This is an optimization exercise on Yosys and OpenROAD, whose aim is small area, not a production implementation.
The RTL was checked by simulation tests, not by an equivalence proof against the original design.
No activity file was given, so power comes from the tool's default toggle rates.

==> raven: inputs <==
==> flow/design.v <==
module crc8_24 (
    input  wire [23:0] msg,
    output wire [7:0]  crc
);
    reg [31:0] acc;
    integer i;
    always @(*) begin
        acc = {msg, 8'h00};
        for (i = 31; i >= 8; i = i - 1) begin
            if (acc[i])
                acc = acc ^ (32'h107 << (i - 8));
        end
    end
    assign crc = acc[7:0];
endmodule
module crc8_codec (
    input  wire        clk,
    input  wire        rst,       
    input  wire        issue,
    input  wire [47:0] cmd,
    output wire [7:0]  rstat,
    output wire [3:0]  rop,
    output wire [7:0]  rcrc,
    output wire [31:0] rframe
);
    localparam [3:0] OP_CRC8     = 4'h1;
    localparam [3:0] OP_BUILD    = 4'h2;
    localparam [3:0] OP_VALIDATE = 4'h3;
    localparam [3:0] OP_EXTRACT  = 4'h4;
    wire [3:0]  op = cmd[47:44];
    wire [6:0]  ea = cmd[38:32];
    wire [31:0] pl = cmd[31:0];
    wire [7:0] crc_msg;
    crc8_24 u_crc_msg (.msg(pl[31:8]), .crc(crc_msg));
    wire [23:0] build_msg = {1'b0, pl[30:24], pl[23:8]};
    wire [7:0]  crc_build;
    crc8_24 u_crc_build (.msg(build_msg), .crc(crc_build));
    wire sts_ok  = pl[31];
    wire addr_ok = (pl[30:24] == ea);
    wire crc_ok  = (pl[7:0] == crc_msg);
    reg        n_ill, n_valid, n_sts, n_addr, n_crc;
    reg [7:0]  n_rcrc;
    reg [31:0] n_rframe;
    always @(*) begin
        n_ill    = 1'b0;
        n_valid  = 1'b0;
        n_sts    = 1'b0;
        n_addr   = 1'b0;
        n_crc    = 1'b0;
        n_rcrc   = 8'h00;
        n_rframe = 32'h0000_0000;
        case (op)
            OP_CRC8: begin
                n_rcrc   = crc_msg;
                n_rframe = {pl[31:8], crc_msg};
            end
            OP_BUILD: begin
                n_rcrc   = crc_build;
                n_rframe = {build_msg, crc_build};
            end
            OP_VALIDATE, OP_EXTRACT: begin
                n_sts    = sts_ok;
                n_addr   = addr_ok;
                n_crc    = crc_ok;
                n_valid  = sts_ok & addr_ok & crc_ok;
                n_rcrc   = crc_msg;
                n_rframe = pl;
            end
            default: begin
                n_ill    = 1'b1;
            end
        endcase
    end
    reg        has_q, ill_q, valid_q, sts_q, addr_q, crc_q;
    reg [3:0]  rop_q;
    reg [7:0]  rcrc_q;
    reg [31:0] rframe_q;
    always @(posedge clk) begin
        if (rst) begin
            has_q   <= 1'b0;
            ill_q   <= 1'b0;
            valid_q <= 1'b0;
            sts_q   <= 1'b0;
            addr_q  <= 1'b0;
            crc_q   <= 1'b0;
        end else if (issue) begin
            has_q   <= 1'b1;
            ill_q   <= n_ill;
            valid_q <= n_valid;
            sts_q   <= n_sts;
            addr_q  <= n_addr;
            crc_q   <= n_crc;
        end
    end
    always @(posedge clk) begin
        if (!rst && issue) begin
            rop_q    <= op;
            rcrc_q   <= n_rcrc;
            rframe_q <= n_rframe;
        end
    end
    assign rstat  = {has_q, ill_q, valid_q, sts_q, addr_q, crc_q, 2'b00};
    assign rop    = rop_q;
    assign rcrc   = rcrc_q;
    assign rframe = rframe_q;
endmodule
==> flow/run.sh <==
#!/bin/bash
# synth_recipe.tcl (not shown) runs the flow's synth.tcl, then flattens the netlist and writes it again
# the make line also repeats each setting of config.mk as NAME=value (left out here)
make -C /OpenROAD-flow-scripts/flow DESIGN_CONFIG=/design/flow/config.mk WORK_HOME=/design/flow/orfs CLKGATE_MAP_FILE= SYNTH_SCRIPT=/design/flow/synth_recipe.tcl finish
==> flow/config.mk <==
export PLATFORM = sky130hd
export DESIGN_NAME = crc8_codec
export DESIGN_NICKNAME = crc8_codec
export VERILOG_FILES = /design/flow/design.v
export SDC_FILE = /design/flow/constraint.sdc
export NUM_CORES = 4
export LEC_CHECK = 0
export CAP_MARGIN = 20
export CORE_MARGIN = 2
export CORE_UTILIZATION = 40
export PLACE_DENSITY = 0.6
export SLEW_MARGIN = 20
==> flow/constraint.sdc <==
create_clock -name core_clock -period 5.0 [get_ports {clk}]
set_input_delay 1.0000 -clock core_clock [delete_from_list [all_inputs] [get_ports {clk}]]
set_output_delay 1.0000 -clock core_clock [all_outputs]
set_load 0.01 [all_outputs]
==> quartz (differences from raven) <==
==> flow/design.v (replaced) <==
module crc8_24 (
    input  wire [23:0] msg,
    output wire [7:0]  crc
);
    wire t0 = msg[12] ^ msg[14];
    wire t1 = msg[15] ^ msg[17];
    wire t2 = msg[16] ^ msg[18];
    wire t3 = msg[6] ^ msg[22];
    wire t4 = msg[11] ^ msg[13];
    wire t5 = msg[23] ^ t2;
    wire t6 = msg[21] ^ t0;
    wire t7 = t1 ^ t3;
    wire t8 = msg[9] ^ t4;
    wire t9 = msg[0] ^ msg[1];
    wire t10 = msg[3] ^ t8;
    wire t11 = msg[8] ^ msg[10];
    wire t12 = msg[13] ^ t9;
    wire t13 = msg[6] ^ t6;
    wire t14 = msg[2] ^ t11;
    wire t15 = msg[19] ^ t13;
    wire t16 = t7 ^ t12;
    wire t17 = msg[4] ^ msg[5];
    wire t18 = msg[7] ^ t5;
    wire t19 = msg[0] ^ msg[8];
    wire t20 = t19 ^ t15;
    wire t21 = t20 ^ t18;
    wire t22 = msg[9] ^ msg[20];
    wire t23 = t22 ^ t5;
    wire t24 = t23 ^ t6;
    wire t25 = t24 ^ t16;
    wire t26 = msg[12] ^ t14;
    wire t27 = t26 ^ t16;
    wire t28 = msg[1] ^ msg[2];
    wire t29 = t28 ^ msg[14];
    wire t30 = t29 ^ t10;
    wire t31 = t30 ^ t18;
    wire t32 = msg[3] ^ msg[4];
    wire t33 = t32 ^ msg[19];
    wire t34 = t33 ^ t0;
    wire t35 = t34 ^ t1;
    wire t36 = t35 ^ t14;
    wire t37 = msg[15] ^ msg[20];
    wire t38 = t37 ^ t2;
    wire t39 = t38 ^ t10;
    wire t40 = t39 ^ t17;
    wire t41 = msg[10] ^ msg[16];
    wire t42 = t41 ^ msg[17];
    wire t43 = t42 ^ t15;
    wire t44 = t43 ^ t17;
    wire t45 = msg[5] ^ msg[7];
    wire t46 = t45 ^ msg[18];
    wire t47 = t46 ^ msg[20];
    wire t48 = t47 ^ t4;
    wire t49 = t48 ^ t7;
    assign crc[0] = t21;
    assign crc[1] = t25;
    assign crc[2] = t27;
    assign crc[3] = t31;
    assign crc[4] = t36;
    assign crc[5] = t40;
    assign crc[6] = t44;
    assign crc[7] = t49;
endmodule
module crc8_codec (
    input  wire        clk,
    input  wire        rst,       
    input  wire        issue,
    input  wire [47:0] cmd,
    output wire [7:0]  rstat,
    output wire [3:0]  rop,
    output wire [7:0]  rcrc,
    output wire [31:0] rframe
);
    wire [3:0]  op = cmd[47:44];
    wire [6:0]  ea = cmd[38:32];
    wire [31:0] pl = cmd[31:0];
    wire op_crc8  = (op == 4'h1);
    wire op_ve    = (op == 4'h3) | (op == 4'h4);
    wire op_legal = op_crc8 | (op == 4'h2) | op_ve;
    wire ld   = issue & ~rst;     
    wire keep = ~issue & ~rst;    
    reg        has_q, addr_q;
    reg [3:0]  op_q;
    reg [31:0] f_q;               
    wire [31:0] f_ld = {pl[31] & (op_crc8 | op_ve),
                        pl[30:8] & {23{op_legal}},
                        pl[7:0] & {8{op_ve}}};
    always @(posedge clk) begin
        has_q  <= ~rst & (issue | has_q);
        addr_q <= (ld & op_ve & (pl[30:24] == ea)) | (keep & addr_q);
        op_q   <= ({4{ld}} & op) | ({4{keep}} & op_q);
        f_q    <= ({32{ld}} & f_ld) | ({32{keep}} & f_q);
    end
    wire [7:0] crc;
    crc8_24 u_crc (.msg(f_q[31:8]), .crc(crc));
    wire q_cb = (op_q == 4'h1) | (op_q == 4'h2);
    wire q_ve = (op_q == 4'h3) | (op_q == 4'h4);
    wire sts_ok  = q_ve & f_q[31];
    wire addr_ok = addr_q;
    wire crc_ok  = q_ve & (f_q[7:0] == crc);
    assign rstat  = {has_q, has_q & ~(q_cb | q_ve), sts_ok & addr_ok & crc_ok,
                     sts_ok, addr_ok, crc_ok, 2'b00};
    assign rop    = op_q;
    assign rcrc   = crc;
    assign rframe = {f_q[31:8], f_q[7:0] | (crc & {8{q_cb}})};
endmodule
==> qor summary <==
| item | quartz | raven |
|---|---|---|
| Sequential cell count | 38 | 50 |
| Count of cell types in the netlist | 34 | 36 |
| Worst Setup EP | rstat[5] | rframe_q[1] |
| Non-clk invs | 8 | 0 |
| Sequential cell area in the final layout | 760.7 um2 | 1441 um2 |
| Relative slew slack | 29.09% | 40.03% |
| Routed met1 length | 2.464 mm | 3.019 mm |
| Fraction of area in clock buffers and inverters | 2.949% | 2.677% |
| Inst Count DP | 363 | 409 |
| Combinational group power | 0.000250 W | 0.000599 W |
| Main synth FF type | sky130_fd_sc_hd__dfxtp_1 | sky130_fd_sc_hd__edfxtp_1 |
| Run status | finished clean | finished clean |
| Core ar. | 5816 um2 | 7214 um2 |
| Tcrit/Tclk final | 83.46% | 69.65% |
| First-pass GRT wire length | 8.245 mm | 9.908 mm |
| Well-Tap Cells | 75 | 99 |
| Number of multi-input combinational cells in the layout | 146 | 163 |
| Mux cell area share after synthesis | 2.104% | 0.6760% |
| Fraction of layout cells with a size suffix above 1 | 5.743% | 5.346% |
| Filler cell count in the final layout | 552 | 638 |
| Non-filler instance count after layout | 371 | 417 |

what the ideal ports hide:
No port has a modelled driver above. Below, the same layouts with a new extraction and two added sets of constraints.
Step 1 (the two cells are an assumption about what drives the block):
set clk [get_ports {clk}]
set_driving_cell -lib_cell sky130_fd_sc_hd__clkbuf_16 $clk
set_driving_cell -lib_cell sky130_fd_sc_hd__buf_2 [delete_from_list [all_inputs] $clk]
Step 2 times the ports against the registers' clock, not the clock port: input delays grow and output delays shrink by t, the midpoint of the rising clock arrivals with the driver on.
Three values: ideal, step 1, step 2; two values: the first two.
run | t (ns) | setup slack, ns | clock arrival spread, ns | worst register clock-pin slew, ns | cell pins on the clock port's net
raven | 0.331 | 1.517 / 1.513 / 1.183 | 0.004 / 0.003 | 0.09 / 0.09 | 1
quartz | 0.317 | 0.827 / 0.799 / 1.116 | 0.009 / 0.009 | 0.09 / 0.09 | 1
After both steps every run listed still meets setup and hold. For raven, which loses most, drivers alone change the setup slack by -0.004 ns; drivers and shift together by -0.334 ns.
